From an optimization exercise on the open Yosys and OpenROAD flow, aimed at small area, a short achievable clock period and few clock cycles per item; shortcuts taken in it are not production practice.
In this exercise RTL edits were held to simulation tests only and were not proved equivalent to the original.
Power is estimated from default activity; no workload was simulated.

==> flow/design.v (outline; a module is shown in full before it is edited, if it fits) <==
// module icu_fwd: 360 lines
// module icu_d125a: 40 lines
// module icu_d125b: 49 lines
// module icu_gt8: 15 lines
// module icu_pop16: 42 lines
// module icu_mac: 284 lines
// module icu_dstep: 9 lines
// module icu_invn: 328 lines
// module icu_add21: 171 lines
// module icu_quant: 317 lines
module icu_quant (
    input  wire        clk,
    input  wire        rst,
    input  wire        in_valid,
    output wire        in_ready,
    input  wire [23:0] in_rgb,
    output reg         out_valid,
    input  wire        out_ready,
    output reg  [23:0] out_lo,
    output reg  [23:0] out_hi,
    output reg  [7:0]  out_avg
);
  // ...
==> flow/flow/run.sh <==
#!/bin/bash
# The standard layout (the standard.sh, all steps), except that the
# port buffers are made with a regular buf_4 cell instead of the flow's
# default choice. The full output goes to standard.log in this folder.
set -e
export BUFFER_PORTS_ARGS="-buffer_cell sky130_fd_sc_hd__buf_4"
bash standard.sh > standard.log 2>&1
==> flow/standard.sh <==
#!/bin/bash
# synth_recipe.tcl (not shown) runs the flow's synth.tcl, then flattens the netlist and writes it again
# the make line also repeats each setting of config.mk as NAME=value (left out here)
make -C /OpenROAD-flow-scripts/flow DESIGN_CONFIG=/design/flow/config.mk WORK_HOME=/design/flow/orfs CLKGATE_MAP_FILE= SYNTH_SCRIPT=/design/flow/synth_recipe.tcl "${@:-finish}"
==> flow/config.mk <==
export PLATFORM = sky130hd
export DESIGN_NAME = icu_quant
export DESIGN_NICKNAME = icu_quant
export VERILOG_FILES = /design/flow/design.v
export SDC_FILE = /design/flow/constraint.sdc
export NUM_CORES = 4
export LEC_CHECK = 0
export CAP_MARGIN = 20
export CORE_MARGIN = 2
export CORE_UTILIZATION = 40
export SLEW_MARGIN = 20
==> flow/constraint.sdc <==
create_clock -name core_clock -period 22.0 [get_ports {clk}]
set_input_delay 4.4000 -clock core_clock [delete_from_list [all_inputs] [get_ports {clk}]]
set_output_delay 4.4000 -clock core_clock [all_outputs]
set_load 0.01 [all_outputs]
==> summary.txt, run 1 <==
Floorplanning
  – Die X: roughly 370 um

Yosys
  – Mux contribution to synthesized area: 2.51%
  – Synth Area in Simple Gates: about a tenth
  – Adder-cell area share of the yosys netlist: between 20% and 30%
  – Count leader, synth: dfxtp_1

Flow run
  – MaxCap Viol Count: 0

Pwr
  – Comb power frac: between 30% and 40%
  – Power share of the sequential group: a little over a third
  – Switch share: 34.1%

Place
  – Routability cong.: 0.851
  – Post-Place Setup Slack: ~16 ns

Cells and area
  – #MultiIn Comb: ~2,800
  – Register area: 25,000 um2
  – Fraction of area in multi-input gates: a little over two fifths
  – Final cell count without fillers: 6,484

Status
  – Status: finished clean

Worst hold path
  – Worst hold start: rcb[0][4]

GRT
  – M3 GR Usage: between 2 and 3%
  – Gr usage total: 15.9%
  – Total grt overflow: 0
  – Vias in the first global route: 32,500

Worst setup path
  – Critical path origin: d15[0]
  – Critical Path Fanout Max: between 40 and 50
  – CP max stage delay: 0.78 ns
  – Critical Path Start Type: flip-flop

Detailed routing
  – Length of routed met2 wiring: just over 50 mm
  – DRT Wirelength: around 110 mm

CTS
  – Post-CTS Setup Bufs: 0
  – TritonCTS buffer count: 111
  – Max Root-Sink Buffers: 3

STA
  – Hold slack: 0.314 ns
  – Final setup fails: 0
Testbench counts, summed over its fixed seeds: cycles 6,456, items 384.
==> module icu_mac, before the edit <==
module icu_mac (
    input  wire [19:0] a,
    input  wire [7:0] c,
    input  wire [7:0] d,
    output wire [19:0] s
);
    wire n1 = d[7];
    wire n2 = d[3];
    wire n3 = d[1] | d[5];
    wire n4 = d[0] | d[2] | d[4] | d[6];
    wire n5 = (n1 & c[0]);
    wire n6 = (n1 & c[1]) | (n2 & c[0]);
    wire n7 = (n1 & c[2]) | (n2 & c[1]) | (n3 & c[0]);
    wire n8 = (n1 & c[3]) | (n2 & c[2]) | (n3 & c[1]) | (n4 & c[0]);
    wire n9 = (n1 & c[4]) | (n2 & c[3]) | (n3 & c[2]) | (n4 & c[1]);
    wire n10 = (n1 & c[5]) | (n2 & c[4]) | (n3 & c[3]) | (n4 & c[2]);
    wire n11 = (n1 & c[6]) | (n2 & c[5]) | (n3 & c[4]) | (n4 & c[3]);
    wire n12 = (n1 & c[7]) | (n2 & c[6]) | (n3 & c[5]) | (n4 & c[4]);
    wire n13 = (n2 & c[7]) | (n3 & c[6]) | (n4 & c[5]);
    wire n14 = (n3 & c[7]) | (n4 & c[6]);
    wire n15 = (n4 & c[7]);
    wire n16 = d[5] | d[7];
    wire n17 = d[2] | d[3] | d[6];
    wire n18 = d[1] | d[4];
    wire n19 = d[0];
    wire n20 = (n16 & c[0]);
    wire n21 = (n16 & c[1]) | (n17 & c[0]);
    wire n22 = (n16 & c[2]) | (n17 & c[1]) | (n18 & c[0]);
    wire n23 = (n16 & c[3]) | (n17 & c[2]) | (n18 & c[1]) | (n19 & c[0]);
    wire n24 = (n16 & c[4]) | (n17 & c[3]) | (n18 & c[2]) | (n19 & c[1]);
    wire n25 = (n16 & c[5]) | (n17 & c[4]) | (n18 & c[3]) | (n19 & c[2]);
    wire n26 = (n16 & c[6]) | (n17 & c[5]) | (n18 & c[4]) | (n19 & c[3]);
    wire n27 = (n16 & c[7]) | (n17 & c[6]) | (n18 & c[5]) | (n19 & c[4]);
    wire n28 = (n17 & c[7]) | (n18 & c[6]) | (n19 & c[5]);
    wire n29 = (n18 & c[7]) | (n19 & c[6]);
    wire n30 = (n19 & c[7]);
    wire n31 = d[6] | d[7];
    wire n32 = d[3];
    wire n33 = d[1] | d[4] | d[5];
    wire n34 = d[0] | d[2];
    wire n35 = (n31 & c[0]);
    wire n36 = (n31 & c[1]) | (n32 & c[0]);
    wire n37 = (n31 & c[2]) | (n32 & c[1]) | (n33 & c[0]);
    wire n38 = (n31 & c[3]) | (n32 & c[2]) | (n33 & c[1]) | (n34 & c[0]);
    wire n39 = (n31 & c[4]) | (n32 & c[3]) | (n33 & c[2]) | (n34 & c[1]);
    wire n40 = (n31 & c[5]) | (n32 & c[4]) | (n33 & c[3]) | (n34 & c[2]);
    wire n41 = (n31 & c[6]) | (n32 & c[5]) | (n33 & c[4]) | (n34 & c[3]);
    wire n42 = (n31 & c[7]) | (n32 & c[6]) | (n33 & c[5]) | (n34 & c[4]);
    wire n43 = (n32 & c[7]) | (n33 & c[6]) | (n34 & c[5]);
    wire n44 = (n33 & c[7]) | (n34 & c[6]);
    wire n45 = (n34 & c[7]);
    wire n46 = d[6] | d[7];
    wire n47 = d[3];
    wire n48 = d[1];
    wire n49 = d[0];
    wire n50 = (n46 & c[0]);
    wire n51 = (n46 & c[1]) | (n47 & c[0]);
    wire n52 = (n46 & c[2]) | (n47 & c[1]) | (n48 & c[0]);
    wire n53 = (n46 & c[3]) | (n47 & c[2]) | (n48 & c[1]) | (n49 & c[0]);
    wire n54 = (n46 & c[4]) | (n47 & c[3]) | (n48 & c[2]) | (n49 & c[1]);
    wire n55 = (n46 & c[5]) | (n47 & c[4]) | (n48 & c[3]) | (n49 & c[2]);
    wire n56 = (n46 & c[6]) | (n47 & c[5]) | (n48 & c[4]) | (n49 & c[3]);
    wire n57 = (n46 & c[7]) | (n47 & c[6]) | (n48 & c[5]) | (n49 & c[4]);
    wire n58 = (n47 & c[7]) | (n48 & c[6]) | (n49 & c[5]);
    wire n59 = (n48 & c[7]) | (n49 & c[6]);
    wire n60 = (n49 & c[7]);
    wire n61 = n11 ^ n23;
    wire n62 = n11 & n23;
    wire n63 = n12 ^ n24 ^ n37;
    wire n64 = (n12 & n24) | (n37 & (n12 ^ n24));
    wire n65 = n13 ^ n25 ^ n38;
    wire n66 = (n13 & n25) | (n38 & (n13 ^ n25));
    wire n67 = n14 ^ n26 ^ n39;
    wire n68 = (n14 & n26) | (n39 & (n14 ^ n26));
    wire n69 = n15 ^ n27 ^ n40;
    wire n70 = (n15 & n27) | (n40 & (n15 ^ n27));
    wire n71 = n28 ^ n41;
    wire n72 = n28 & n41;
    wire n73 = n29 ^ n42;
    wire n74 = n29 & n42;
    wire n75 = n30 ^ n43;
    wire n76 = n30 & n43;
    wire n77 = n10 ^ n22;
    wire n78 = n10 & n22;
    wire n79 = n61 ^ n36 ^ n50;
    wire n80 = (n61 & n36) | (n50 & (n61 ^ n36));
    wire n81 = n62 ^ n63 ^ n51;
    wire n82 = (n62 & n63) | (n51 & (n62 ^ n63));
    wire n83 = n64 ^ n65 ^ n52;
    wire n84 = (n64 & n65) | (n52 & (n64 ^ n65));
    wire n85 = n66 ^ n67 ^ n53;
    wire n86 = (n66 & n67) | (n53 & (n66 ^ n67));
    wire n87 = n68 ^ n69 ^ n54;
    wire n88 = (n68 & n69) | (n54 & (n68 ^ n69));
    wire n89 = n70 ^ n71 ^ n55;
    wire n90 = (n70 & n71) | (n55 & (n70 ^ n71));
    wire n91 = n72 ^ n73 ^ n56;
    wire n92 = (n72 & n73) | (n56 & (n72 ^ n73));
    wire n93 = n74 ^ n75 ^ n57;
    wire n94 = (n74 & n75) | (n57 & (n74 ^ n75));
    wire n95 = n76 ^ n44 ^ n58;
    wire n96 = (n76 & n44) | (n58 & (n76 ^ n44));
    wire n97 = n45 ^ n59;
    wire n98 = n45 & n59;
    wire n99 = n8 ^ n20;
    wire n100 = n8 & n20;
    wire n101 = n9 ^ n21 ^ a[4];
    wire n102 = (n9 & n21) | (a[4] & (n9 ^ n21));
    wire n103 = n77 ^ n35 ^ a[5];
    wire n104 = (n77 & n35) | (a[5] & (n77 ^ n35));
    wire n105 = n78 ^ n79 ^ a[6];
    wire n106 = (n78 & n79) | (a[6] & (n78 ^ n79));
    wire n107 = n80 ^ n81 ^ a[7];
    wire n108 = (n80 & n81) | (a[7] & (n80 ^ n81));
    wire n109 = n82 ^ n83 ^ a[8];
    wire n110 = (n82 & n83) | (a[8] & (n82 ^ n83));
    wire n111 = n84 ^ n85 ^ a[9];
    wire n112 = (n84 & n85) | (a[9] & (n84 ^ n85));
    wire n113 = n86 ^ n87 ^ a[10];
    wire n114 = (n86 & n87) | (a[10] & (n86 ^ n87));
    wire n115 = n88 ^ n89 ^ a[11];
    wire n116 = (n88 & n89) | (a[11] & (n88 ^ n89));
    wire n117 = n90 ^ n91 ^ a[12];
    wire n118 = (n90 & n91) | (a[12] & (n90 ^ n91));
    wire n119 = n92 ^ n93 ^ a[13];
    wire n120 = (n92 & n93) | (a[13] & (n92 ^ n93));
    wire n121 = n94 ^ n95 ^ a[14];
    wire n122 = (n94 & n95) | (a[14] & (n94 ^ n95));
    wire n123 = n96 ^ n97 ^ a[15];
    wire n124 = (n96 & n97) | (a[15] & (n96 ^ n97));
    wire n125 = n98 ^ n60 ^ a[16];
    wire n126 = (n98 & n60) | (a[16] & (n98 ^ n60));
    wire n127 = n5 ^ a[0];
    wire n128 = n5 & a[0];
    wire n129 = n6 ^ a[1];
    wire n130 = n6 & a[1];
    wire n131 = n7 ^ a[2];
    wire n132 = n7 & a[2];
    wire n133 = n99 ^ a[3];
    wire n134 = n99 & a[3];
    wire n135 = n100 ^ n101;
    wire n136 = n100 & n101;
    wire n137 = n102 ^ n103;
    wire n138 = n102 & n103;
    wire n139 = n104 ^ n105;
    wire n140 = n104 & n105;
    wire n141 = n106 ^ n107;
    wire n142 = n106 & n107;
    wire n143 = n108 ^ n109;
    wire n144 = n108 & n109;
    wire n145 = n110 ^ n111;
    wire n146 = n110 & n111;
    wire n147 = n112 ^ n113;
    wire n148 = n112 & n113;
    wire n149 = n114 ^ n115;
    wire n150 = n114 & n115;
    wire n151 = n116 ^ n117;
    wire n152 = n116 & n117;
    wire n153 = n118 ^ n119;
    wire n154 = n118 & n119;
    wire n155 = n120 ^ n121;
    wire n156 = n120 & n121;
    wire n157 = n122 ^ n123;
    wire n158 = n122 & n123;
    wire n159 = n124 ^ n125;
    wire n160 = n124 & n125;
    wire n161 = n126 ^ a[17];
    wire n162 = n126 & a[17];
    wire n163 = n129 & n128;
    wire n164 = n130 | n163;
    wire n165 = n129 & n127;
    wire n166 = n133 & n132;
    wire n167 = n134 | n166;
    wire n168 = n133 & n131;
    wire n169 = n137 & n136;
    wire n170 = n138 | n169;
    wire n171 = n137 & n135;
    wire n172 = n141 & n140;
    wire n173 = n142 | n172;
    wire n174 = n141 & n139;
    wire n175 = n145 & n144;
    wire n176 = n146 | n175;
    wire n177 = n145 & n143;
    wire n178 = n149 & n148;
    wire n179 = n150 | n178;
    wire n180 = n149 & n147;
    wire n181 = n153 & n152;
    wire n182 = n154 | n181;
    wire n183 = n153 & n151;
    wire n184 = n157 & n156;
    wire n185 = n158 | n184;
    wire n186 = n157 & n155;
    wire n187 = n161 & n160;
    wire n188 = n162 | n187;
    wire n189 = n161 & n159;
    wire n190 = a[19] & a[18];
    wire n191 = n168 & n164;
    wire n192 = n167 | n191;
    wire n193 = n168 & n165;
    wire n194 = n174 & n170;
    wire n195 = n173 | n194;
    wire n196 = n174 & n171;
    wire n197 = n180 & n176;
    wire n198 = n179 | n197;
    wire n199 = n180 & n177;
    wire n200 = n186 & n182;
    wire n201 = n185 | n200;
    wire n202 = n186 & n183;
    wire n203 = n190 & n188;
    wire n204 = n190 & n189;
    wire n205 = n196 & n192;
    wire n206 = n195 | n205;
    wire n207 = n196 & n193;
    wire n208 = n202 & n198;
    wire n209 = n201 | n208;
    wire n210 = n202 & n199;
    wire n211 = n210 & n206;
    wire n212 = n209 | n211;
    wire n213 = n210 & n207;
    wire n214 = n199 & n206;
    wire n215 = n198 | n214;
    wire n216 = n199 & n207;
    wire n217 = n204 & n212;
    wire n218 = n203 | n217;
    wire n219 = n204 & n213;
    wire n220 = n171 & n192;
    wire n221 = n170 | n220;
    wire n222 = n171 & n193;
    wire n223 = n177 & n206;
    wire n224 = n176 | n223;
    wire n225 = n177 & n207;
    wire n226 = n183 & n215;
    wire n227 = n182 | n226;
    wire n228 = n183 & n216;
    wire n229 = n189 & n212;
    wire n230 = n188 | n229;
    wire n231 = n189 & n213;
    wire n232 = n131 & n164;
    wire n233 = n132 | n232;
    wire n234 = n131 & n165;
    wire n235 = n135 & n192;
    wire n236 = n136 | n235;
    wire n237 = n135 & n193;
    wire n238 = n139 & n221;
    wire n239 = n140 | n238;
    wire n240 = n139 & n222;
    wire n241 = n143 & n206;
    wire n242 = n144 | n241;
    wire n243 = n143 & n207;
    wire n244 = n147 & n224;
    wire n245 = n148 | n244;
    wire n246 = n147 & n225;
    wire n247 = n151 & n215;
    wire n248 = n152 | n247;
    wire n249 = n151 & n216;
    wire n250 = n155 & n227;
    wire n251 = n156 | n250;
    wire n252 = n155 & n228;
    wire n253 = n159 & n212;
    wire n254 = n160 | n253;
    wire n255 = n159 & n213;
    wire n256 = a[18] & n230;
    wire n257 = a[18] & n231;
    wire n258 = n129 ^ n128;
    wire n259 = n131 ^ n164;
    wire n260 = n133 ^ n233;
    wire n261 = n135 ^ n192;
    wire n262 = n137 ^ n236;
    wire n263 = n139 ^ n221;
    wire n264 = n141 ^ n239;
    wire n265 = n143 ^ n206;
    wire n266 = n145 ^ n242;
    wire n267 = n147 ^ n224;
    wire n268 = n149 ^ n245;
    wire n269 = n151 ^ n215;
    wire n270 = n153 ^ n248;
    wire n271 = n155 ^ n227;
    wire n272 = n157 ^ n251;
    wire n273 = n159 ^ n212;
    wire n274 = n161 ^ n254;
    wire n275 = a[18] ^ n230;
    wire n276 = a[19] ^ n256;
    assign s = {n276, n275, n274, n273, n272, n271, n270, n269, n268, n267, n266, n265, n264, n263, n262, n261, n260, n259, n258, n127};
endmodule
==> module icu_quant, before the edit <==
module icu_quant (
    input  wire        clk,
    input  wire        rst,
    input  wire        in_valid,
    output wire        in_ready,
    input  wire [23:0] in_rgb,
    output reg         out_valid,
    input  wire        out_ready,
    output reg  [23:0] out_lo,
    output reg  [23:0] out_hi,
    output reg  [7:0]  out_avg
);
    localparam integer LOOK = 10;    
    integer i;
    genvar  gi;
    reg        rdy;
    assign in_ready = rdy;
    wire acc_now = in_valid && rdy && !rst;
    reg [23:0] in_q;
    reg        v0;
    reg [14:0] x_y, x_cb, x_cr;
    reg        v1;
    reg [7:0]  a_y, a_cb, a_cr;
    reg [9:0]  t_y, t_cb, t_cr;
    reg        v2;
    reg [7:0]  w_y, w_cb, w_cr;
    reg        v3;
    wire [14:0] fxy, fxcb, fxcr;
    icu_fwd u_fwd (
        .r(in_q[23:16]), .g(in_q[15:8]), .b(in_q[7:0]),
        .xy(fxy), .xcb(fxcb), .xcr(fxcr)
    );
    wire [7:0] da_y, da_cb, da_cr;
    wire [9:0] dt_y, dt_cb, dt_cr;
    icu_d125a u_day  (.x(x_y),  .a(da_y),  .t(dt_y));
    icu_d125a u_dacb (.x(x_cb), .a(da_cb), .t(dt_cb));
    icu_d125a u_dacr (.x(x_cr), .a(da_cr), .t(dt_cr));
    wire [8:0] qy, qcb, qcr;
    icu_d125b u_dby  (.a(a_y),  .t(t_y),  .q(qy));
    icu_d125b u_dbcb (.a(a_cb), .t(t_cb), .q(qcb));
    icu_d125b u_dbcr (.a(a_cr), .t(t_cr), .q(qcr));
    always @(posedge clk) begin
        in_q <= in_rgb;
        x_y  <= fxy;
        x_cb <= fxcb;
        x_cr <= fxcr;
        a_y  <= da_y;  t_y  <= dt_y;
        a_cb <= da_cb; t_cb <= dt_cb;
        a_cr <= da_cr; t_cr <= dt_cr;
        w_y  <= qy[7:0];
        w_cb <= qcb[7:0];
        w_cr <= qcr[7:0];
        if (rst) begin
            v0 <= 1'b0;
            v1 <= 1'b0;
            v2 <= 1'b0;
            v3 <= 1'b0;
        end else begin
            v0 <= acc_now;
            v1 <= v0;
            v2 <= v1;
            v3 <= v2;
        end
    end
    reg [7:0]  ry  [0:15];
    reg [7:0]  rcb [0:15];
    reg [7:0]  rcr [0:15];
    reg [3:0]  rk  [0:15];
    reg [15:0] rv;               
    reg [15:0] rt;               
    reg        cur_tag;          
    reg [3:0]  w_cnt;            
    reg        proc_active;
    reg [3:0]  pcnt;
    wire        wr = v3;
    wire [15:0] cur;
    wire [15:0] lt;              
    wire [7:0]  nw_y = ~w_y;
    generate
        for (gi = 0; gi < 16; gi = gi + 1) begin : g_cmp
            assign cur[gi] = rv[gi] && (rt[gi] == cur_tag);
            icu_gt8 u_lt (.a(ry[gi]), .nb(nw_y), .gt(lt[gi]));
        end
    endgenerate
    wire [15:0] inc = {16{wr}} & cur & lt;
    reg  [15:0] le_q;
    reg         fresh0;
    wire [4:0]  nrank;
    icu_pop16 u_pop (.v(le_q), .n(nrank));
    always @(posedge clk) begin
        le_q   <= cur & ~lt;
        fresh0 <= wr;
    end
    wire full15 = rv[15] && (rt[15] != cur_tag);
    wire proc15 = proc_active && full15;
    wire complete_now = wr && (w_cnt == 4'd15);
    always @(posedge clk) begin
        for (i = 1; i < 16; i = i + 1) begin
            ry[i]  <= ry[i-1];
            rcb[i] <= rcb[i-1];
            rcr[i] <= rcr[i-1];
        end
        for (i = 2; i < 16; i = i + 1)
            rk[i]  <= rk[i-1] + {3'd0, inc[i-1]};
        rk[1] <= (fresh0 ? nrank[3:0] : rk[0]) + {3'd0, inc[0]};
        if (wr) begin
            ry[0]  <= w_y;
            rcb[0] <= w_cb;
            rcr[0] <= w_cr;
            rk[0]  <= 4'd0;
        end else begin
            ry[0]  <= ry[15];
            rcb[0] <= rcb[15];
            rcr[0] <= rcr[15];
            rk[0]  <= rk[15];
        end
        rt <= {rt[14:0], wr ? cur_tag : rt[15]};
        if (rst) begin
            rv      <= 16'd0;
            cur_tag <= 1'b0;
            w_cnt   <= 4'd0;
        end else begin
            rv      <= {rv[14:0], wr | (rv[15] & ~proc15)};
            cur_tag <= cur_tag ^ complete_now;
            w_cnt   <= w_cnt + {3'd0, wr};
        end
    end
    reg        full_pending;
    reg        acc_done;
    reg        f_busy;
    wire       acc_busy = proc_active | acc_done;
    reg  [3:0] fcnt;             
    reg  [3:0] ch;               
    wire       ph_run = (ch != 4'd0) || (f_busy && fcnt[3] && !out_valid);
    wire       f_rel  = ph_run && (ch == 4'd5);      
    wire [4:0] need = 5'd16 - {1'b0, w_cnt};
    wire       f_ok = f_free | (f_busy & fcnt[3] & (ch != 4'd0) & (ch <= 4'd5) &
                                ({1'b0, ch} + need >= 5'd6));
    wire       f_free   = !f_busy;
    wire       start_ok = f_free | f_rel | !acc_busy;
    wire       start_now = (full_pending | complete_now) &
                           (!proc_active | (pcnt == 4'd15)) & start_ok;
    always @(posedge clk) begin
        if (rst) begin
            proc_active  <= 1'b0;
            pcnt         <= 4'd0;
            full_pending <= 1'b0;
        end else begin
            if (start_now) begin
                proc_active <= 1'b1;
                pcnt        <= 4'd0;
            end else if (proc_active) begin
                pcnt <= pcnt + 4'd1;
                if (pcnt == 4'd15)
                    proc_active <= 1'b0;
            end
            if (start_now)
                full_pending <= 1'b0;
            else if (complete_now)
                full_pending <= 1'b1;
        end
    end
    wire la_free = !rv[LOOK];
    wire la_cur  = rv[LOOK] && (rt[LOOK] == cur_tag);
    wire la_full = rv[LOOK] && (rt[LOOK] != cur_tag);
    reg  [4:0] a_tot;
    wire [4:0] a_tot_m = a_tot - {complete_now, 4'd0};
    wire complete_soon = a_tot[4] | (acc_now & (a_tot[3:0] == 4'hf));
    always @(posedge clk) begin
        if (rst) a_tot <= 5'd0;
        else     a_tot <= acc_now ? a_tot_m + 5'd1 : a_tot_m;
    end
    wire rdy_next = la_free | (la_full & proc_active) | (la_cur & complete_soon & f_ok);
    always @(posedge clk) begin
        if (rst) rdy <= 1'b0;
        else     rdy <= rdy_next;
    end
    wire [3:0] nrk15 = rk[14] + {3'd0, inc[14]};
    wire       nhi15 = nrk15[3];
    wire [2:0] widx  = nhi15 ? ~nrk15[2:0] : nrk15[2:0];
    reg [7:0] d15;               
    reg       hi15;
    always @(posedge clk) begin
        d15  <= 8'd1 << widx;
        hi15 <= nhi15;
    end
    reg [19:0] lo_y, lo_cb, lo_cr;
    reg [19:0] hi_y, hi_cb, hi_cr;
    reg [11:0] bsum;
    wire        first = proc_active && (pcnt == 4'd0);
    wire        last  = proc_active && (pcnt == 4'd15);
    wire [19:0] sum_y, sum_cb, sum_cr;
    icu_mac u_ay  (.a(first ? 20'd0 : (hi15 ? hi_y  : lo_y)),  .c(ry[15]),  .d(d15), .s(sum_y));
    icu_mac u_acb (.a(first ? 20'd0 : (hi15 ? hi_cb : lo_cb)), .c(rcb[15]), .d(d15), .s(sum_cb));
    icu_mac u_acr (.a(first ? 20'd0 : (hi15 ? hi_cr : lo_cr)), .c(rcr[15]), .d(d15), .s(sum_cr));
    wire [11:0] sum_b = (first ? 12'd0 : bsum) + {4'd0, ry[15]};
    always @(posedge clk) begin
        if (proc15 && !hi15) begin
            lo_y  <= sum_y;
            lo_cb <= sum_cb;
            lo_cr <= sum_cr;
        end else if (first) begin
            lo_y  <= 20'd0;
            lo_cb <= 20'd0;
            lo_cr <= 20'd0;
        end
        if (proc15 && hi15) begin
            hi_y  <= sum_y;
            hi_cb <= sum_cb;
            hi_cr <= sum_cr;
        end else if (first) begin
            hi_y  <= 20'd0;
            hi_cb <= 20'd0;
            hi_cr <= 20'd0;
        end
        if (proc15)
            bsum <= sum_b;
        else if (first)
            bsum <= 12'd0;
    end
    reg [19:0] f0, f1, f2, f3, f4, f5;
    reg [7:0]  f_avg;
    wire       xfer    = acc_done && f_free;
    wire       f_div   = f_busy && !fcnt[3];
    wire [19:0] d0, d1, d2, d3, d4, d5;
    icu_dstep u_d0 (.r(f0), .o(d0));
    icu_dstep u_d1 (.r(f1), .o(d1));
    icu_dstep u_d2 (.r(f2), .o(d2));
    icu_dstep u_d3 (.r(f3), .o(d3));
    icu_dstep u_d4 (.r(f4), .o(d4));
    icu_dstep u_d5 (.r(f5), .o(d5));
    always @(posedge clk) begin
        if (xfer) begin
            f0 <= lo_y;  f1 <= lo_cb; f2 <= lo_cr;
            f3 <= hi_y;  f4 <= hi_cb; f5 <= hi_cr;
            f_avg <= bsum[11:4];
            fcnt  <= 4'd0;
        end else if (f_div) begin
            f0 <= d0; f1 <= d1; f2 <= d2;
            f3 <= d3; f4 <= d4; f5 <= d5;
            fcnt <= fcnt + 4'd1;
        end
        if (rst) begin
            acc_done <= 1'b0;
            f_busy   <= 1'b0;
        end else begin
            if (last)      acc_done <= 1'b1;
            else if (xfer) acc_done <= 1'b0;
            if (xfer)       f_busy <= 1'b1;
            else if (f_rel) f_busy <= 1'b0;
        end
    end
    wire [3:0] ch_next = ph_run ? ((ch == 4'd8) ? 4'd0 : ch + 4'd1) : ch;
    reg        ph_half;
    reg  [1:0] ph_sel;
    always @(posedge clk) begin
        ph_half <= (ch_next >= 4'd3);
        ph_sel  <= (ch_next >= 4'd3) ? (ch_next[1:0] - 2'd3) : ch_next[1:0];
    end
    wire [20:0] inv_ns, inv_nc;
    icu_invn u_invn (
        .sel(ph_sel),
        .y (ph_half ? f3[7:0] : f0[7:0]),
        .cb(ph_half ? f4[7:0] : f1[7:0]),
        .cr(ph_half ? f5[7:0] : f2[7:0]),
        .ns(inv_ns), .nc(inv_nc)
    );
    reg [20:0] i1_ns, i1_nc;
    reg [20:0] i2_n;
    reg [7:0]  i3_a;
    reg [9:0]  i3_t;
    reg        i3_neg, i3_sat;
    reg [7:0]  i_avg;
    wire [20:0] i1_n;
    icu_add21 u_iadd (.a(i1_ns), .b(i1_nc), .s(i1_n));
    wire [7:0] ia;
    wire [9:0] it;
    icu_d125a u_ida (.x(i2_n[17:3]), .a(ia), .t(it));
    wire [8:0] iq;
    icu_d125b u_idb (.a(i3_a), .t(i3_t), .q(iq));
    wire [7:0] inv_q = i3_neg ? 8'd0 : i3_sat ? 8'd255 : iq[7:0];
    always @(posedge clk) begin
        i1_ns  <= inv_ns;
        i1_nc  <= inv_nc;
        i2_n   <= i1_n;
        i3_a   <= ia;
        i3_t   <= it;
        i3_neg <= i2_n[20];
        i3_sat <= (i2_n[19:18] != 2'd0) || (i2_n[17:3] >= 15'd32000);
        if (f_rel)
            i_avg <= f_avg;
        if (ph_run) begin
            case (ch)
                4'd3: out_lo[23:16] <= inv_q;
                4'd4: out_lo[15:8]  <= inv_q;
                4'd5: out_lo[7:0]   <= inv_q;
                4'd6: out_hi[23:16] <= inv_q;
                4'd7: out_hi[15:8]  <= inv_q;
                4'd8: begin
                    out_hi[7:0] <= inv_q;
                    out_avg     <= i_avg;
                end
                default: ;
            endcase
        end
        if (rst) begin
            ch        <= 4'd0;
            out_valid <= 1'b0;
        end else begin
            ch <= ch_next;
            if (out_valid && out_ready)
                out_valid <= 1'b0;
            else if (ph_run && ch == 4'd8)
                out_valid <= 1'b1;
        end
    end
endmodule
==> run 2: changes to the inputs <==
--- a/flow/design.v
+++ b/flow/design.v
@@ -504,146 +504,167 @@
     wire n36 = n28 & n34;
     assign n = {n36, n35, n33, n31, n29};
 endmodule
+module icu_wsel (
+    input  wire [2:0] widx,
+    output wire [15:0] sel
+);
+    assign sel[0] = (widx == 3'd7);
+    assign sel[1] = (widx == 3'd3);
+    assign sel[2] = (widx == 3'd1) | (widx == 3'd5);
+    assign sel[3] = (widx == 3'd0) | (widx == 3'd2) | (widx == 3'd4) | (widx == 3'd6);
+    assign sel[4] = (widx == 3'd5) | (widx == 3'd7);
+    assign sel[5] = (widx == 3'd2) | (widx == 3'd3) | (widx == 3'd6);
+    assign sel[6] = (widx == 3'd1) | (widx == 3'd4);
+    assign sel[7] = (widx == 3'd0);
+    assign sel[8] = (widx == 3'd6) | (widx == 3'd7);
+    assign sel[9] = (widx == 3'd3);
+    assign sel[10] = (widx == 3'd1) | (widx == 3'd4) | (widx == 3'd5);
+    assign sel[11] = (widx == 3'd0) | (widx == 3'd2);
+    assign sel[12] = (widx == 3'd6) | (widx == 3'd7);
+    assign sel[13] = (widx == 3'd3);
+    assign sel[14] = (widx == 3'd1);
+    assign sel[15] = (widx == 3'd0);
+endmodule
 module icu_mac (
     input  wire [19:0] a,
     input  wire [7:0] c,
-    input  wire [7:0] d,
+    input  wire [15:0] sel,
     output wire [19:0] s
 );
-    wire n1 = d[7];
-    wire n2 = d[3];
-    wire n3 = d[1] | d[5];
-    wire n4 = d[0] | d[2] | d[4] | d[6];
-    wire n5 = (n1 & c[0]);
-    wire n6 = (n1 & c[1]) | (n2 & c[0]);
-    wire n7 = (n1 & c[2]) | (n2 & c[1]) | (n3 & c[0]);
-    wire n8 = (n1 & c[3]) | (n2 & c[2]) | (n3 & c[1]) | (n4 & c[0]);
-    wire n9 = (n1 & c[4]) | (n2 & c[3]) | (n3 & c[2]) | (n4 & c[1]);
-    wire n10 = (n1 & c[5]) | (n2 & c[4]) | (n3 & c[3]) | (n4 & c[2]);
-    wire n11 = (n1 & c[6]) | (n2 & c[5]) | (n3 & c[4]) | (n4 & c[3]);
-    wire n12 = (n1 & c[7]) | (n2 & c[6]) | (n3 & c[5]) | (n4 & c[4]);
-    wire n13 = (n2 & c[7]) | (n3 & c[6]) | (n4 & c[5]);
-    wire n14 = (n3 & c[7]) | (n4 & c[6]);
-    wire n15 = (n4 & c[7]);
-    wire n16 = d[5] | d[7];
-    wire n17 = d[2] | d[3] | d[6];
-    wire n18 = d[1] | d[4];
-    wire n19 = d[0];
-    wire n20 = (n16 & c[0]);
-    wire n21 = (n16 & c[1]) | (n17 & c[0]);
-    wire n22 = (n16 & c[2]) | (n17 & c[1]) | (n18 & c[0]);
-    wire n23 = (n16 & c[3]) | (n17 & c[2]) | (n18 & c[1]) | (n19 & c[0]);
-    wire n24 = (n16 & c[4]) | (n17 & c[3]) | (n18 & c[2]) | (n19 & c[1]);
-    wire n25 = (n16 & c[5]) | (n17 & c[4]) | (n18 & c[3]) | (n19 & c[2]);
-    wire n26 = (n16 & c[6]) | (n17 & c[5]) | (n18 & c[4]) | (n19 & c[3]);
-    wire n27 = (n16 & c[7]) | (n17 & c[6]) | (n18 & c[5]) | (n19 & c[4]);
-    wire n28 = (n17 & c[7]) | (n18 & c[6]) | (n19 & c[5]);
-    wire n29 = (n18 & c[7]) | (n19 & c[6]);
-    wire n30 = (n19 & c[7]);
-    wire n31 = d[6] | d[7];
-    wire n32 = d[3];
-    wire n33 = d[1] | d[4] | d[5];
-    wire n34 = d[0] | d[2];
-    wire n35 = (n31 & c[0]);
-    wire n36 = (n31 & c[1]) | (n32 & c[0]);
-    wire n37 = (n31 & c[2]) | (n32 & c[1]) | (n33 & c[0]);
-    wire n38 = (n31 & c[3]) | (n32 & c[2]) | (n33 & c[1]) | (n34 & c[0]);
-    wire n39 = (n31 & c[4]) | (n32 & c[3]) | (n33 & c[2]) | (n34 & c[1]);
-    wire n40 = (n31 & c[5]) | (n32 & c[4]) | (n33 & c[3]) | (n34 & c[2]);
-    wire n41 = (n31 & c[6]) | (n32 & c[5]) | (n33 & c[4]) | (n34 & c[3]);
-    wire n42 = (n31 & c[7]) | (n32 & c[6]) | (n33 & c[5]) | (n34 & c[4]);
-    wire n43 = (n32 & c[7]) | (n33 & c[6]) | (n34 & c[5]);
-    wire n44 = (n33 & c[7]) | (n34 & c[6]);
-    wire n45 = (n34 & c[7]);
-    wire n46 = d[6] | d[7];
-    wire n47 = d[3];
-    wire n48 = d[1];
-    wire n49 = d[0];
-    wire n50 = (n46 & c[0]);
-    wire n51 = (n46 & c[1]) | (n47 & c[0]);
-    wire n52 = (n46 & c[2]) | (n47 & c[1]) | (n48 & c[0]);
-    wire n53 = (n46 & c[3]) | (n47 & c[2]) | (n48 & c[1]) | (n49 & c[0]);
-    wire n54 = (n46 & c[4]) | (n47 & c[3]) | (n48 & c[2]) | (n49 & c[1]);
-    wire n55 = (n46 & c[5]) | (n47 & c[4]) | (n48 & c[3]) | (n49 & c[2]);
-    wire n56 = (n46 & c[6]) | (n47 & c[5]) | (n48 & c[4]) | (n49 & c[3]);
-    wire n57 = (n46 & c[7]) | (n47 & c[6]) | (n48 & c[5]) | (n49 & c[4]);
-    wire n58 = (n47 & c[7]) | (n48 & c[6]) | (n49 & c[5]);
-    wire n59 = (n48 & c[7]) | (n49 & c[6]);
-    wire n60 = (n49 & c[7]);
-    wire n61 = n11 ^ n23;
-    wire n62 = n11 & n23;
-    wire n63 = n12 ^ n24 ^ n37;
-    wire n64 = (n12 & n24) | (n37 & (n12 ^ n24));
-    wire n65 = n13 ^ n25 ^ n38;
-    wire n66 = (n13 & n25) | (n38 & (n13 ^ n25));
-    wire n67 = n14 ^ n26 ^ n39;
-    wire n68 = (n14 & n26) | (n39 & (n14 ^ n26));
-    wire n69 = n15 ^ n27 ^ n40;
-    wire n70 = (n15 & n27) | (n40 & (n15 ^ n27));
-    wire n71 = n28 ^ n41;
-    wire n72 = n28 & n41;
-    wire n73 = n29 ^ n42;
-    wire n74 = n29 & n42;
-    wire n75 = n30 ^ n43;
-    wire n76 = n30 & n43;
-    wire n77 = n10 ^ n22;
-    wire n78 = n10 & n22;
-    wire n79 = n61 ^ n36 ^ n50;
-    wire n80 = (n61 & n36) | (n50 & (n61 ^ n36));
-    wire n81 = n62 ^ n63 ^ n51;
-    wire n82 = (n62 & n63) | (n51 & (n62 ^ n63));
-    wire n83 = n64 ^ n65 ^ n52;
-    wire n84 = (n64 & n65) | (n52 & (n64 ^ n65));
-    wire n85 = n66 ^ n67 ^ n53;
-    wire n86 = (n66 & n67) | (n53 & (n66 ^ n67));
-    wire n87 = n68 ^ n69 ^ n54;
-    wire n88 = (n68 & n69) | (n54 & (n68 ^ n69));
-    wire n89 = n70 ^ n71 ^ n55;
-    wire n90 = (n70 & n71) | (n55 & (n70 ^ n71));
-    wire n91 = n72 ^ n73 ^ n56;
-    wire n92 = (n72 & n73) | (n56 & (n72 ^ n73));
-    wire n93 = n74 ^ n75 ^ n57;
-    wire n94 = (n74 & n75) | (n57 & (n74 ^ n75));
-    wire n95 = n76 ^ n44 ^ n58;
-    wire n96 = (n76 & n44) | (n58 & (n76 ^ n44));
-    wire n97 = n45 ^ n59;
-    wire n98 = n45 & n59;
-    wire n99 = n8 ^ n20;
-    wire n100 = n8 & n20;
-    wire n101 = n9 ^ n21 ^ a[4];
-    wire n102 = (n9 & n21) | (a[4] & (n9 ^ n21));
-    wire n103 = n77 ^ n35 ^ a[5];
-    wire n104 = (n77 & n35) | (a[5] & (n77 ^ n35));
-    wire n105 = n78 ^ n79 ^ a[6];
-    wire n106 = (n78 & n79) | (a[6] & (n78 ^ n79));
-    wire n107 = n80 ^ n81 ^ a[7];
-    wire n108 = (n80 & n81) | (a[7] & (n80 ^ n81));
-    wire n109 = n82 ^ n83 ^ a[8];
-    wire n110 = (n82 & n83) | (a[8] & (n82 ^ n83));
-    wire n111 = n84 ^ n85 ^ a[9];
-    wire n112 = (n84 & n85) | (a[9] & (n84 ^ n85));
-    wire n113 = n86 ^ n87 ^ a[10];
-    wire n114 = (n86 & n87) | (a[10] & (n86 ^ n87));
-    wire n115 = n88 ^ n89 ^ a[11];
-    wire n116 = (n88 & n89) | (a[11] & (n88 ^ n89));
-    wire n117 = n90 ^ n91 ^ a[12];
-    wire n118 = (n90 & n91) | (a[12] & (n90 ^ n91));
-    wire n119 = n92 ^ n93 ^ a[13];
-    wire n120 = (n92 & n93) | (a[13] & (n92 ^ n93));
-    wire n121 = n94 ^ n95 ^ a[14];
-    wire n122 = (n94 & n95) | (a[14] & (n94 ^ n95));
-    wire n123 = n96 ^ n97 ^ a[15];
-    wire n124 = (n96 & n97) | (a[15] & (n96 ^ n97));
-    wire n125 = n98 ^ n60 ^ a[16];
-    wire n126 = (n98 & n60) | (a[16] & (n98 ^ n60));
-    wire n127 = n5 ^ a[0];
-    wire n128 = n5 & a[0];
-    wire n129 = n6 ^ a[1];
-    wire n130 = n6 & a[1];
-    wire n131 = n7 ^ a[2];
-    wire n132 = n7 & a[2];
-    wire n133 = n99 ^ a[3];
-    wire n134 = n99 & a[3];
+    wire n1 = (sel[0] & c[0]);
+    wire n2 = (sel[0] & c[1]) | (sel[1] & c[0]);
+    wire n3 = (sel[0] & c[2]) | (sel[1] & c[1]) | (sel[2] & c[0]);
+    wire n4 = (sel[0] & c[3]) | (sel[1] & c[2]) | (sel[2] & c[1]) | (sel[3] & c[0]);
+    wire n5 = (sel[0] & c[4]) | (sel[1] & c[3]) | (sel[2] & c[2]) | (sel[3] & c[1]);
+    wire n6 = (sel[0] & c[5]) | (sel[1] & c[4]) | (sel[2] & c[3]) | (sel[3] & c[2]);
+    wire n7 = (sel[0] & c[6]) | (sel[1] & c[5]) | (sel[2] & c[4]) | (sel[3] & c[3]);
+    wire n8 = (sel[0] & c[7]) | (sel[1] & c[6]) | (sel[2] & c[5]) | (sel[3] & c[4]);
+    wire n9 = (sel[1] & c[7]) | (sel[2] & c[6]) | (sel[3] & c[5]);
+    wire n10 = (sel[2] & c[7]) | (sel[3] & c[6]);
+    wire n11 = (sel[3] & c[7]);
+    wire n12 = (sel[4] & c[0]);
+    wire n13 = (sel[4] & c[1]) | (sel[5] & c[0]);
+    wire n14 = (sel[4] & c[2]) | (sel[5] & c[1]) | (sel[6] & c[0]);
+    wire n15 = (sel[4] & c[3]) | (sel[5] & c[2]) | (sel[6] & c[1]) | (sel[7] & c[0]);
+    wire n16 = (sel[4] & c[4]) | (sel[5] & c[3]) | (sel[6] & c[2]) | (sel[7] & c[1]);
+    wire n17 = (sel[4] & c[5]) | (sel[5] & c[4]) | (sel[6] & c[3]) | (sel[7] & c[2]);
+    wire n18 = (sel[4] & c[6]) | (sel[5] & c[5]) | (sel[6] & c[4]) | (sel[7] & c[3]);
+    wire n19 = (sel[4] & c[7]) | (sel[5] & c[6]) | (sel[6] & c[5]) | (sel[7] & c[4]);
+    wire n20 = (sel[5] & c[7]) | (sel[6] & c[6]) | (sel[7] & c[5]);
+    wire n21 = (sel[6] & c[7]) | (sel[7] & c[6]);
+    wire n22 = (sel[7] & c[7]);
+    wire n23 = (sel[8] & c[0]);
+    wire n24 = (sel[8] & c[1]) | (sel[9] & c[0]);
+    wire n25 = (sel[8] & c[2]) | (sel[9] & c[1]) | (sel[10] & c[0]);
+    wire n26 = (sel[8] & c[3]) | (sel[9] & c[2]) | (sel[10] & c[1]) | (sel[11] & c[0]);
+    wire n27 = (sel[8] & c[4]) | (sel[9] & c[3]) | (sel[10] & c[2]) | (sel[11] & c[1]);
+    wire n28 = (sel[8] & c[5]) | (sel[9] & c[4]) | (sel[10] & c[3]) | (sel[11] & c[2]);
+    wire n29 = (sel[8] & c[6]) | (sel[9] & c[5]) | (sel[10] & c[4]) | (sel[11] & c[3]);
+    wire n30 = (sel[8] & c[7]) | (sel[9] & c[6]) | (sel[10] & c[5]) | (sel[11] & c[4]);
+    wire n31 = (sel[9] & c[7]) | (sel[10] & c[6]) | (sel[11] & c[5]);
+    wire n32 = (sel[10] & c[7]) | (sel[11] & c[6]);
+    wire n33 = (sel[11] & c[7]);
+    wire n34 = (sel[12] & c[0]);
+    wire n35 = (sel[12] & c[1]) | (sel[13] & c[0]);
+    wire n36 = (sel[12] & c[2]) | (sel[13] & c[1]) | (sel[14] & c[0]);
+    wire n37 = (sel[12] & c[3]) | (sel[13] & c[2]) | (sel[14] & c[1]) | (sel[15] & c[0]);
+    wire n38 = (sel[12] & c[4]) | (sel[13] & c[3]) | (sel[14] & c[2]) | (sel[15] & c[1]);
+    wire n39 = (sel[12] & c[5]) | (sel[13] & c[4]) | (sel[14] & c[3]) | (sel[15] & c[2]);
+    wire n40 = (sel[12] & c[6]) | (sel[13] & c[5]) | (sel[14] & c[4]) | (sel[15] & c[3]);
+    wire n41 = (sel[12] & c[7]) | (sel[13] & c[6]) | (sel[14] & c[5]) | (sel[15] & c[4]);
+    wire n42 = (sel[13] & c[7]) | (sel[14] & c[6]) | (sel[15] & c[5]);
+    wire n43 = (sel[14] & c[7]) | (sel[15] & c[6]);
+    wire n44 = (sel[15] & c[7]);
+    wire n45 = n7 ^ n15;
+    wire n46 = n7 & n15;
+    wire n47 = n8 ^ n16 ^ n25;
+    wire n48 = (n8 & n16) | (n25 & (n8 ^ n16));
+    wire n49 = n9 ^ n17 ^ n26;
+    wire n50 = (n9 & n17) | (n26 & (n9 ^ n17));
+    wire n51 = n10 ^ n18 ^ n27;
+    wire n52 = (n10 & n18) | (n27 & (n10 ^ n18));
+    wire n53 = n11 ^ n19 ^ n28;
+    wire n54 = (n11 & n19) | (n28 & (n11 ^ n19));
+    wire n55 = n20 ^ n29;
+    wire n56 = n20 & n29;
+    wire n57 = n21 ^ n30;
+    wire n58 = n21 & n30;
+    wire n59 = n22 ^ n31;
+    wire n60 = n22 & n31;
+    wire n61 = n6 ^ n14;
+    wire n62 = n6 & n14;
+    wire n63 = n45 ^ n24 ^ n34;
+    wire n64 = (n45 & n24) | (n34 & (n45 ^ n24));
+    wire n65 = n46 ^ n47 ^ n35;
+    wire n66 = (n46 & n47) | (n35 & (n46 ^ n47));
+    wire n67 = n48 ^ n49 ^ n36;
+    wire n68 = (n48 & n49) | (n36 & (n48 ^ n49));
+    wire n69 = n50 ^ n51 ^ n37;
+    wire n70 = (n50 & n51) | (n37 & (n50 ^ n51));
+    wire n71 = n52 ^ n53 ^ n38;
+    wire n72 = (n52 & n53) | (n38 & (n52 ^ n53));
+    wire n73 = n54 ^ n55 ^ n39;
+    wire n74 = (n54 & n55) | (n39 & (n54 ^ n55));
+    wire n75 = n56 ^ n57 ^ n40;
+    wire n76 = (n56 & n57) | (n40 & (n56 ^ n57));
+    wire n77 = n58 ^ n59 ^ n41;
+    wire n78 = (n58 & n59) | (n41 & (n58 ^ n59));
+    wire n79 = n60 ^ n32 ^ n42;
+    wire n80 = (n60 & n32) | (n42 & (n60 ^ n32));
+    wire n81 = n33 ^ n43;
+    wire n82 = n33 & n43;
+    wire n83 = n4 ^ n12;
+    wire n84 = n4 & n12;
+    wire n85 = n5 ^ n13 ^ a[4];
+    wire n86 = (n5 & n13) | (a[4] & (n5 ^ n13));
+    wire n87 = n61 ^ n23 ^ a[5];
+    wire n88 = (n61 & n23) | (a[5] & (n61 ^ n23));
+    wire n89 = n62 ^ n63 ^ a[6];
+    wire n90 = (n62 & n63) | (a[6] & (n62 ^ n63));
+    wire n91 = n64 ^ n65 ^ a[7];
+    wire n92 = (n64 & n65) | (a[7] & (n64 ^ n65));
+    wire n93 = n66 ^ n67 ^ a[8];
+    wire n94 = (n66 & n67) | (a[8] & (n66 ^ n67));
+    wire n95 = n68 ^ n69 ^ a[9];
+    wire n96 = (n68 & n69) | (a[9] & (n68 ^ n69));
+    wire n97 = n70 ^ n71 ^ a[10];
+    wire n98 = (n70 & n71) | (a[10] & (n70 ^ n71));
+    wire n99 = n72 ^ n73 ^ a[11];
+    wire n100 = (n72 & n73) | (a[11] & (n72 ^ n73));
+    wire n101 = n74 ^ n75 ^ a[12];
+    wire n102 = (n74 & n75) | (a[12] & (n74 ^ n75));
+    wire n103 = n76 ^ n77 ^ a[13];
+    wire n104 = (n76 & n77) | (a[13] & (n76 ^ n77));
+    wire n105 = n78 ^ n79 ^ a[14];
+    wire n106 = (n78 & n79) | (a[14] & (n78 ^ n79));
+    wire n107 = n80 ^ n81 ^ a[15];
+    wire n108 = (n80 & n81) | (a[15] & (n80 ^ n81));
+    wire n109 = n82 ^ n44 ^ a[16];
+    wire n110 = (n82 & n44) | (a[16] & (n82 ^ n44));
+    wire n111 = n1 ^ a[0];
+    wire n112 = n1 & a[0];
+    wire n113 = n2 ^ a[1];
+    wire n114 = n2 & a[1];
+    wire n115 = n3 ^ a[2];
+    wire n116 = n3 & a[2];
+    wire n117 = n83 ^ a[3];
+    wire n118 = n83 & a[3];
+    wire n119 = n84 ^ n85;
+    wire n120 = n84 & n85;
+    wire n121 = n86 ^ n87;
+    wire n122 = n86 & n87;
+    wire n123 = n88 ^ n89;
+    wire n124 = n88 & n89;
+    wire n125 = n90 ^ n91;
+    wire n126 = n90 & n91;
+    wire n127 = n92 ^ n93;
+    wire n128 = n92 & n93;
+    wire n129 = n94 ^ n95;
+    wire n130 = n94 & n95;
+    wire n131 = n96 ^ n97;
+    wire n132 = n96 & n97;
+    wire n133 = n98 ^ n99;
+    wire n134 = n98 & n99;
     wire n135 = n100 ^ n101;
     wire n136 = n100 & n101;
     wire n137 = n102 ^ n103;
@@ -654,139 +675,123 @@
     wire n142 = n106 & n107;
     wire n143 = n108 ^ n109;
     wire n144 = n108 & n109;
-    wire n145 = n110 ^ n111;
-    wire n146 = n110 & n111;
-    wire n147 = n112 ^ n113;
-    wire n148 = n112 & n113;
-    wire n149 = n114 ^ n115;
-    wire n150 = n114 & n115;
-    wire n151 = n116 ^ n117;
-    wire n152 = n116 & n117;
-    wire n153 = n118 ^ n119;
-    wire n154 = n118 & n119;
-    wire n155 = n120 ^ n121;
-    wire n156 = n120 & n121;
-    wire n157 = n122 ^ n123;
-    wire n158 = n122 & n123;
-    wire n159 = n124 ^ n125;
-    wire n160 = n124 & n125;
-    wire n161 = n126 ^ a[17];
-    wire n162 = n126 & a[17];
-    wire n163 = n129 & n128;
-    wire n164 = n130 | n163;
-    wire n165 = n129 & n127;
-    wire n166 = n133 & n132;
-    wire n167 = n134 | n166;
-    wire n168 = n133 & n131;
-    wire n169 = n137 & n136;
-    wire n170 = n138 | n169;
-    wire n171 = n137 & n135;
-    wire n172 = n141 & n140;
-    wire n173 = n142 | n172;
-    wire n174 = n141 & n139;
-    wire n175 = n145 & n144;
-    wire n176 = n146 | n175;
-    wire n177 = n145 & n143;
-    wire n178 = n149 & n148;
-    wire n179 = n150 | n178;
-    wire n180 = n149 & n147;
-    wire n181 = n153 & n152;
-    wire n182 = n154 | n181;
-    wire n183 = n153 & n151;
-    wire n184 = n157 & n156;
-    wire n185 = n158 | n184;
-    wire n186 = n157 & n155;
-    wire n187 = n161 & n160;
-    wire n188 = n162 | n187;
-    wire n189 = n161 & n159;
-    wire n190 = a[19] & a[18];
-    wire n191 = n168 & n164;
-    wire n192 = n167 | n191;
-    wire n193 = n168 & n165;
-    wire n194 = n174 & n170;
-    wire n195 = n173 | n194;
-    wire n196 = n174 & n171;
-    wire n197 = n180 & n176;
-    wire n198 = n179 | n197;
-    wire n199 = n180 & n177;
-    wire n200 = n186 & n182;
-    wire n201 = n185 | n200;
-    wire n202 = n186 & n183;
-    wire n203 = n190 & n188;
-    wire n204 = n190 & n189;
-    wire n205 = n196 & n192;
-    wire n206 = n195 | n205;
-    wire n207 = n196 & n193;
-    wire n208 = n202 & n198;
-    wire n209 = n201 | n208;
-    wire n210 = n202 & n199;
-    wire n211 = n210 & n206;
-    wire n212 = n209 | n211;
-    wire n213 = n210 & n207;
-    wire n214 = n199 & n206;
-    wire n215 = n198 | n214;
-    wire n216 = n199 & n207;
-    wire n217 = n204 & n212;
-    wire n218 = n203 | n217;
-    wire n219 = n204 & n213;
-    wire n220 = n171 & n192;
-    wire n221 = n170 | n220;
-    wire n222 = n171 & n193;
-    wire n223 = n177 & n206;
-    wire n224 = n176 | n223;
-    wire n225 = n177 & n207;
-    wire n226 = n183 & n215;
-    wire n227 = n182 | n226;
-    wire n228 = n183 & n216;
-    wire n229 = n189 & n212;
-    wire n230 = n188 | n229;
-    wire n231 = n189 & n213;
-    wire n232 = n131 & n164;
-    wire n233 = n132 | n232;
-    wire n234 = n131 & n165;
-    wire n235 = n135 & n192;
-    wire n236 = n136 | n235;
-    wire n237 = n135 & n193;
-    wire n238 = n139 & n221;
-    wire n239 = n140 | n238;
-    wire n240 = n139 & n222;
-    wire n241 = n143 & n206;
-    wire n242 = n144 | n241;
-    wire n243 = n143 & n207;
-    wire n244 = n147 & n224;
-    wire n245 = n148 | n244;
-    wire n246 = n147 & n225;
-    wire n247 = n151 & n215;
-    wire n248 = n152 | n247;
-    wire n249 = n151 & n216;
-    wire n250 = n155 & n227;
-    wire n251 = n156 | n250;
-    wire n252 = n155 & n228;
-    wire n253 = n159 & n212;
-    wire n254 = n160 | n253;
-    wire n255 = n159 & n213;
-    wire n256 = a[18] & n230;
-    wire n257 = a[18] & n231;
-    wire n258 = n129 ^ n128;
-    wire n259 = n131 ^ n164;
-    wire n260 = n133 ^ n233;
-    wire n261 = n135 ^ n192;
-    wire n262 = n137 ^ n236;
-    wire n263 = n139 ^ n221;
-    wire n264 = n141 ^ n239;
-    wire n265 = n143 ^ n206;
-    wire n266 = n145 ^ n242;
-    wire n267 = n147 ^ n224;
-    wire n268 = n149 ^ n245;
-    wire n269 = n151 ^ n215;
-    wire n270 = n153 ^ n248;
-    wire n271 = n155 ^ n227;
-    wire n272 = n157 ^ n251;
-    wire n273 = n159 ^ n212;
-    wire n274 = n161 ^ n254;
-    wire n275 = a[18] ^ n230;
-    wire n276 = a[19] ^ n256;
-    assign s = {n276, n275, n274, n273, n272, n271, n270, n269, n268, n267, n266, n265, n264, n263, n262, n261, n260, n259, n258, n127};
+    wire n145 = n110 ^ a[17];
+    wire n146 = n110 & a[17];
+    wire n147 = n113 & n112;
+    wire n148 = n114 | n147;
+    wire n149 = n113 & n111;
+    wire n150 = n117 & n116;
+    wire n151 = n118 | n150;
+    wire n152 = n117 & n115;
+    wire n153 = n121 & n120;
+    wire n154 = n122 | n153;
+    wire n155 = n121 & n119;
+    wire n156 = n125 & n124;
+    wire n157 = n126 | n156;
+    wire n158 = n125 & n123;
+    wire n159 = n129 & n128;
+    wire n160 = n130 | n159;
+    wire n161 = n129 & n127;
+    wire n162 = n133 & n132;
+    wire n163 = n134 | n162;
+    wire n164 = n133 & n131;
+    wire n165 = n137 & n136;
+    wire n166 = n138 | n165;
+    wire n167 = n137 & n135;
+    wire n168 = n141 & n140;
+    wire n169 = n142 | n168;
+    wire n170 = n141 & n139;
+    wire n171 = n145 & n144;
+    wire n172 = n146 | n171;
+    wire n173 = n145 & n143;
+    wire n174 = a[19] & a[18];
+    wire n175 = n152 & n148;
+    wire n176 = n151 | n175;
+    wire n177 = n152 & n149;
+    wire n178 = n158 & n154;
+    wire n179 = n157 | n178;
+    wire n180 = n158 & n155;
+    wire n181 = n164 & n160;
+    wire n182 = n163 | n181;
+    wire n183 = n164 & n161;
+    wire n184 = n170 & n166;
+    wire n185 = n169 | n184;
+    wire n186 = n170 & n167;
+    wire n187 = n174 & n172;
+    wire n188 = n174 & n173;
+    wire n189 = n180 & n176;
+    wire n190 = n179 | n189;
+    wire n191 = n180 & n177;
+    wire n192 = n186 & n182;
+    wire n193 = n185 | n192;
+    wire n194 = n186 & n183;
+    wire n195 = n194 & n190;
+    wire n196 = n193 | n195;
+    wire n197 = n194 & n191;
+    wire n198 = n183 & n190;
+    wire n199 = n182 | n198;
+    wire n200 = n183 & n191;
+    wire n201 = n188 & n196;
+    wire n202 = n187 | n201;
+    wire n203 = n188 & n197;
+    wire n204 = n155 & n176;
+    wire n205 = n154 | n204;
+    wire n206 = n155 & n177;
+    wire n207 = n161 & n190;
+    wire n208 = n160 | n207;
+    wire n209 = n161 & n191;
+    wire n210 = n167 & n199;
+    wire n211 = n166 | n210;
+    wire n212 = n167 & n200;
+    wire n213 = n173 & n196;
+    wire n214 = n172 | n213;
+    wire n215 = n173 & n197;
+    wire n216 = n115 & n148;
+    wire n217 = n116 | n216;
+    wire n218 = n115 & n149;
+    wire n219 = n119 & n176;
+    wire n220 = n120 | n219;
+    wire n221 = n119 & n177;
+    wire n222 = n123 & n205;
+    wire n223 = n124 | n222;
+    wire n224 = n123 & n206;
+    wire n225 = n127 & n190;
+    wire n226 = n128 | n225;
+    wire n227 = n127 & n191;
+    wire n228 = n131 & n208;
+    wire n229 = n132 | n228;
+    wire n230 = n131 & n209;
+    wire n231 = n135 & n199;
+    wire n232 = n136 | n231;
+    wire n233 = n135 & n200;
+    wire n234 = n139 & n211;
+    wire n235 = n140 | n234;
+    wire n236 = n139 & n212;
+    wire n237 = n143 & n196;
+    wire n238 = n144 | n237;
+    wire n239 = n143 & n197;
+    wire n240 = a[18] & n214;
+    wire n241 = a[18] & n215;
+    wire n242 = n113 ^ n112;
+    wire n243 = n115 ^ n148;
+    wire n244 = n117 ^ n217;
+    wire n245 = n119 ^ n176;
+    wire n246 = n121 ^ n220;
+    wire n247 = n123 ^ n205;
+    wire n248 = n125 ^ n223;
+    wire n249 = n127 ^ n190;
+    wire n250 = n129 ^ n226;
+    wire n251 = n131 ^ n208;
+    wire n252 = n133 ^ n229;
+    wire n253 = n135 ^ n199;
+    wire n254 = n137 ^ n232;
+    wire n255 = n139 ^ n211;
+    wire n256 = n141 ^ n235;
+    wire n257 = n143 ^ n196;
+    wire n258 = n145 ^ n238;
+    wire n259 = a[18] ^ n214;
+    wire n260 = a[19] ^ n240;
+    assign s = {n260, n259, n258, n257, n256, n255, n254, n253, n252, n251, n250, n249, n248, n247, n246, n245, n244, n243, n242, n111};
 endmodule
 module icu_dstep (
     input  wire [19:0] r,
@@ -1370,6 +1375,7 @@
     reg [3:0]  w_cnt;            
     reg        proc_active;
     reg [3:0]  pcnt;
+    reg        first;            
     wire        wr = v3;
     wire [15:0] cur;
     wire [15:0] lt;              
@@ -1443,7 +1449,9 @@
             proc_active  <= 1'b0;
             pcnt         <= 4'd0;
             full_pending <= 1'b0;
+            first        <= 1'b0;
         end else begin
+            first <= start_now;
             if (start_now) begin
                 proc_active <= 1'b1;
                 pcnt        <= 4'd0;
@@ -1463,34 +1471,34 @@
     wire la_full = rv[LOOK] && (rt[LOOK] != cur_tag);
     reg  [4:0] a_tot;
     wire [4:0] a_tot_m = a_tot - {complete_now, 4'd0};
-    wire complete_soon = a_tot[4] | (acc_now & (a_tot[3:0] == 4'hf));
     always @(posedge clk) begin
         if (rst) a_tot <= 5'd0;
         else     a_tot <= acc_now ? a_tot_m + 5'd1 : a_tot_m;
     end
-    wire rdy_next = la_free | (la_full & proc_active) | (la_cur & complete_soon & f_ok);
+    wire rdy_p = la_free | (la_full & proc_active) | (la_cur & f_ok & a_tot[4]);
+    wire rdy_q = la_cur & f_ok & rdy & (a_tot[3:0] == 4'hf);
     always @(posedge clk) begin
-        if (rst) rdy <= 1'b0;
-        else     rdy <= rdy_next;
+        rdy <= !rst & (rdy_p | (rdy_q & in_valid));
     end
     wire [3:0] nrk15 = rk[14] + {3'd0, inc[14]};
     wire       nhi15 = nrk15[3];
     wire [2:0] widx  = nhi15 ? ~nrk15[2:0] : nrk15[2:0];
-    reg [7:0] d15;               
-    reg       hi15;
+    wire [15:0] wsel;
+    icu_wsel u_wsel (.widx(widx), .sel(wsel));
+    reg [15:0] sel15;            
+    reg        hi15;
     always @(posedge clk) begin
-        d15  <= 8'd1 << widx;
-        hi15 <= nhi15;
+        sel15 <= wsel;
+        hi15  <= nhi15;
     end
     reg [19:0] lo_y, lo_cb, lo_cr;
     reg [19:0] hi_y, hi_cb, hi_cr;
     reg [11:0] bsum;
-    wire        first = proc_active && (pcnt == 4'd0);
     wire        last  = proc_active && (pcnt == 4'd15);
     wire [19:0] sum_y, sum_cb, sum_cr;
-    icu_mac u_ay  (.a(first ? 20'd0 : (hi15 ? hi_y  : lo_y)),  .c(ry[15]),  .d(d15), .s(sum_y));
-    icu_mac u_acb (.a(first ? 20'd0 : (hi15 ? hi_cb : lo_cb)), .c(rcb[15]), .d(d15), .s(sum_cb));
-    icu_mac u_acr (.a(first ? 20'd0 : (hi15 ? hi_cr : lo_cr)), .c(rcr[15]), .d(d15), .s(sum_cr));
+    icu_mac u_ay  (.a(first ? 20'd0 : (hi15 ? hi_y  : lo_y)),  .c(ry[15]),  .sel(sel15), .s(sum_y));
+    icu_mac u_acb (.a(first ? 20'd0 : (hi15 ? hi_cb : lo_cb)), .c(rcb[15]), .sel(sel15), .s(sum_cb));
+    icu_mac u_acr (.a(first ? 20'd0 : (hi15 ? hi_cr : lo_cr)), .c(rcr[15]), .sel(sel15), .s(sum_cr));
     wire [11:0] sum_b = (first ? 12'd0 : bsum) + {4'd0, ry[15]};
     always @(posedge clk) begin
         if (proc15 && !hi15) begin
==> flow/flow/run.sh (replaced) <==
#!/bin/bash
# The standard layout (the standard.sh, all steps), with the port
# buffers made with a regular buf_4 cell and a clock tree built with
# larger sink clusters and no dummy loads.
# The full output goes to standard.log in this folder.
set -e
export BUFFER_PORTS_ARGS="-buffer_cell sky130_fd_sc_hd__buf_4"
export CTS_ARGS="-sink_clustering_enable -repair_clock_nets -dont_use_dummy_load -sink_clustering_size 25 -sink_clustering_max_diameter 100"
bash standard.sh > standard.log 2>&1
==> run 2 against run 1 <==
Net effect:
- highest routed layer unchanged
- flip-flop and latch count is 5 higher
- power is 13% lower
- clock skew is 0.0050 ns lower
- critical path depth is 16 lower
- fmax is 15% higher
- largest power group unchanged
- die area is 0.21% higher
- synthesized cell count is 0.26% higher
- final cell count is 2.1% lower
- combinational power is 2% lower
- global-route usage is 0.70 points lower
==> summary.txt, run 2 <==
Worst setup path
  – R2R Path End: hi_cr[19] (was hi_cb[16])
  – Crit path buf inv count: 1 (was 2)
  – Slowest stage cell, crit path: edfxtp_1 (was or3_1)
  – Critical Path Fanout Max: 1 (was 46)
  – Worst reg2reg path startpoint: sel15[13] (was d15[0])
  – Req. time, crit path: 17.60 ns (was 22.48 ns)
  – CP max stage delay: 0.40 ns (was 0.78 ns)
  – Crit end category: output pin (was flip-flop)
  – Critical path origin: out_lo[17] (was d15[0])
  – R2r worst-path depth: 18 (was 17)
  – Crit. path cell count: 1 (was 17)
  – Critical Path AT: 1.18 ns (was 6.92 ns)
  – Critical Path Start Type: flip-flop (unchanged)

CTS
  – Max Root-Sink Buffers: 3 (unchanged)
  – # resized after CTS: 0 (unchanged)
  – Clock Latency Late Sink: 0.65 ns (was 0.74 ns)
  – Clock Root Buffer: clkbuf_16 (unchanged)
  – H-tree Lvls: 2 (was 3)
  – CTS tree: built (unchanged)
  – Worst-path clk slew: 0.09 ns (was 0.06 ns)
  – Hold buffers post-CTS: 0 (unchanged)
  – TritonCTS buffer count: 53 (was 111)
  – Post-CTS Setup Bufs: 0 (unchanged)

GRT
  – Initial antenna violation count: 0 (unchanged)
  – M3 GR Usage: 1.99% (was 2.55%)
  – Layer with the highest usage: met2 (unchanged)
  – Largest net degree at the start of global routing: 98 (was 77)
  – Grt met1 use: 20.8% (was 21.3%)
  – Total grt overflow: 0 (unchanged)
  – Gr usage total: 15.2% (was 15.9%)
  – First-pass GRT wire length: 167 mm (was 173 mm)
  – Vias in the first global route: 31,600 (was 32,500)

STA
  – Worst slew pin tran: 1.09 ns (was 1.02 ns)
  – Hold slack: 0.279 ns (was 0.314 ns)
  – Final min period: 5.58 ns (was 6.44 ns)
  – Slew Viols, Final: 0 (unchanged)
  – RSZ-0062 raised after global routing: false (unchanged)
  – Sum Neg Setup Slack: 0 ns (unchanged)
  – Final hold vios: 0 (unchanged)
  – Final setup fails: 0 (unchanged)
  – Fmax: 179 MHz (was 155 MHz)
  – Max_slew headroom: 26.9% (was 31.7%)

Yosys
  – Top post-synthesis cells by area: dfxtp_1, edfxtp_1, fa_1, ha_1, inv_1 (unchanged)
  – Number of distinct library cells after synthesis: 70 (was 71)
  – Ys Warns: 9 (unchanged)
  – Synthesized cell area: 52,900 um2 (was 52,800 um2)
  – Ys flop type: dfxtp_1 (unchanged)
  – Async SR Flop Fraction: 0% (unchanged)
  – Synth top area share: 29.6% (was 29.5%)
  – Post-synth EDFFs: 312 (unchanged)
  – Top cells by count, synth: dfxtp_1, inv_1, fa_1, nand2_1, ha_1 (unchanged)
  – Count leader, synth: dfxtp_1 (unchanged)

Place
  – Routability cong.: 0.877 (was 0.851)
  – PortBufs: 85 (unchanged)

Flow run
  – MaxCap Viol Count: 0 (unchanged)

Floorplanning
  – Die X: 368 um (was 367 um)
  – IO Pins: 86 (unchanged)
  – Core area: 131,000 um2 (about the same)
  – Initial Util: 40.3% (was 40.2%)
  – Die area: 135,000 um2 (about the same)

Status
  – Status: finished clean (unchanged)

Detailed routing
  – Number of remaining DRC errors: 0 (unchanged)
  – Routed Antenna Nets: 0 (unchanged)
  – TritonRoute pass-1 iters: 8 (was 9)
  – DRT Wirelength: 102 mm (was 106 mm)
  – DR vias: 31,000 (was 31,800)
  – WL/cell: 16.1 um (was 16.3 um)
  – Initial DRC count: 1,813 (was 2,172)

Worst hold path
  – HP Class: flip-flop to flip-flop (unchanged)

Pwr
  – Leakage power: 24.0 nW (was 25.3 nW)
  – PwrDens: 106 nW/um2 (was 117 nW/um2)
[run 2: cell count changes in the layout (fill, tap and decap cells not counted), moves of 20 or more]
cell / change
clkinv_2: -20
clkbuf_16: -63
a22oi_1: +34
clkbuf_8: -20
a222oi_1: -43
mux2i_1: +20
a221oi_1: +21
[run 2: cell type report]
class	count	area, um2	area share, %
sequential	1095	25100	44.2
clock buffer	53	1330	2.34
timing repair buffer	119	893	1.58
tap	1755	2200	3.87
multi-input combinational	2785	25200	44.5
inverter	539	2030	3.57
[run 2: metrics by stage]
stage | utilization [%] | setup WS (ns) | cells
after CTS | 43.2 | 16.36 | 6346
after global placement | 42.2 | 16.55 | 6293
after detailed placement | 42.2 | 16.53 | 6293
after floorplan | - | 12.35 | 4584
after global routing | 43.2 | 15.98 | 6346
final | 43.2 | 16.42 | 6346
[run 2: report_power, final]
part	switching [W]	total [W]	internal [W]
sequential	0.000170	0.00255	0.00238
clock	0.000595	0.00102	0.000429
combinational	0.00136	0.00245	0.00109
[run 2: worst min path at each step]
stage,start,endpoint,slack [ns],cells after the start
floorplan,i2_n[20],i3_neg,0.31,0
global placement,rcr[8][6],rcr[9][6],0.31,0
detailed placement,rcb[10][2],rcb[11][2],0.31,0
CTS,rcr[2][6],rcr[3][6],0.28,0
global route,rcr[2][6],rcr[3][6],0.29,0
finish,rcr[2][6],rcr[3][6],0.28,0
[run 2: logic make-up (layout without fill, tap and decap cells)]
kind of cell | Yosys count | in the layout | synth area share [%]
xor gates and xnor gates | 201 | 201 | 3.36
and+or+nand+nor | 1060 | 1060 | 9.32
AOI/OAI and AO/OA | 599 | 599 | 7.97
buffers and inverters | 704 | 711 | 5.00
muxes | 128 | 128 | 2.52
adders and majority gates | 797 | 797 | 24.5
DFF | 1095 | 1095 | 47.4
[run 2: layer usage]
metal | up-vias | wire [um] | share of wire, %
li1 | 15200 | - | -
met1 | 15100 | 47400 | 46
met2 | 531 | 48300 | 47
met3 | 122 | 4150 | 4.1
met4 | 0 | 2080 | 2.0
met5 | - | 0 | 0
Testbench counts of run 2, summed over its fixed seeds: cycles 6,456, items 384.

re-timing with driven ports:
The results above use ideal ports. As a check the final layouts listed here were re-extracted and re-timed, cells and wires unchanged.
Step 1 (the two cells are an assumption about what drives the block):
set clk [get_ports {clk}]
set_driving_cell -lib_cell sky130_fd_sc_hd__clkbuf_16 $clk
set_driving_cell -lib_cell sky130_fd_sc_hd__buf_2 [delete_from_list [all_inputs] $clk]
Step 2 moves the port delays by t, midway between the first and last clock arrival at a register: inputs arrive t later, outputs are due t later. That takes back most of the time a late clock gives input paths.
a / b / c = no drivers / after step 1 / after step 2; a / b = the first two.
run | shift t [ns] | setup slack, ns | latest minus earliest clock arrival (ns) | worst data-port slew with drivers (ns)
run 1 | 0.783 | 15.563 / 15.563 / 15.563 | 0.069 / 0.069 | 0.04
run 2 | 0.705 | 16.418 / 16.347 / 16.478 | 0.083 / 0.083 | 0.04
After both steps setup and hold are still met in every run listed.
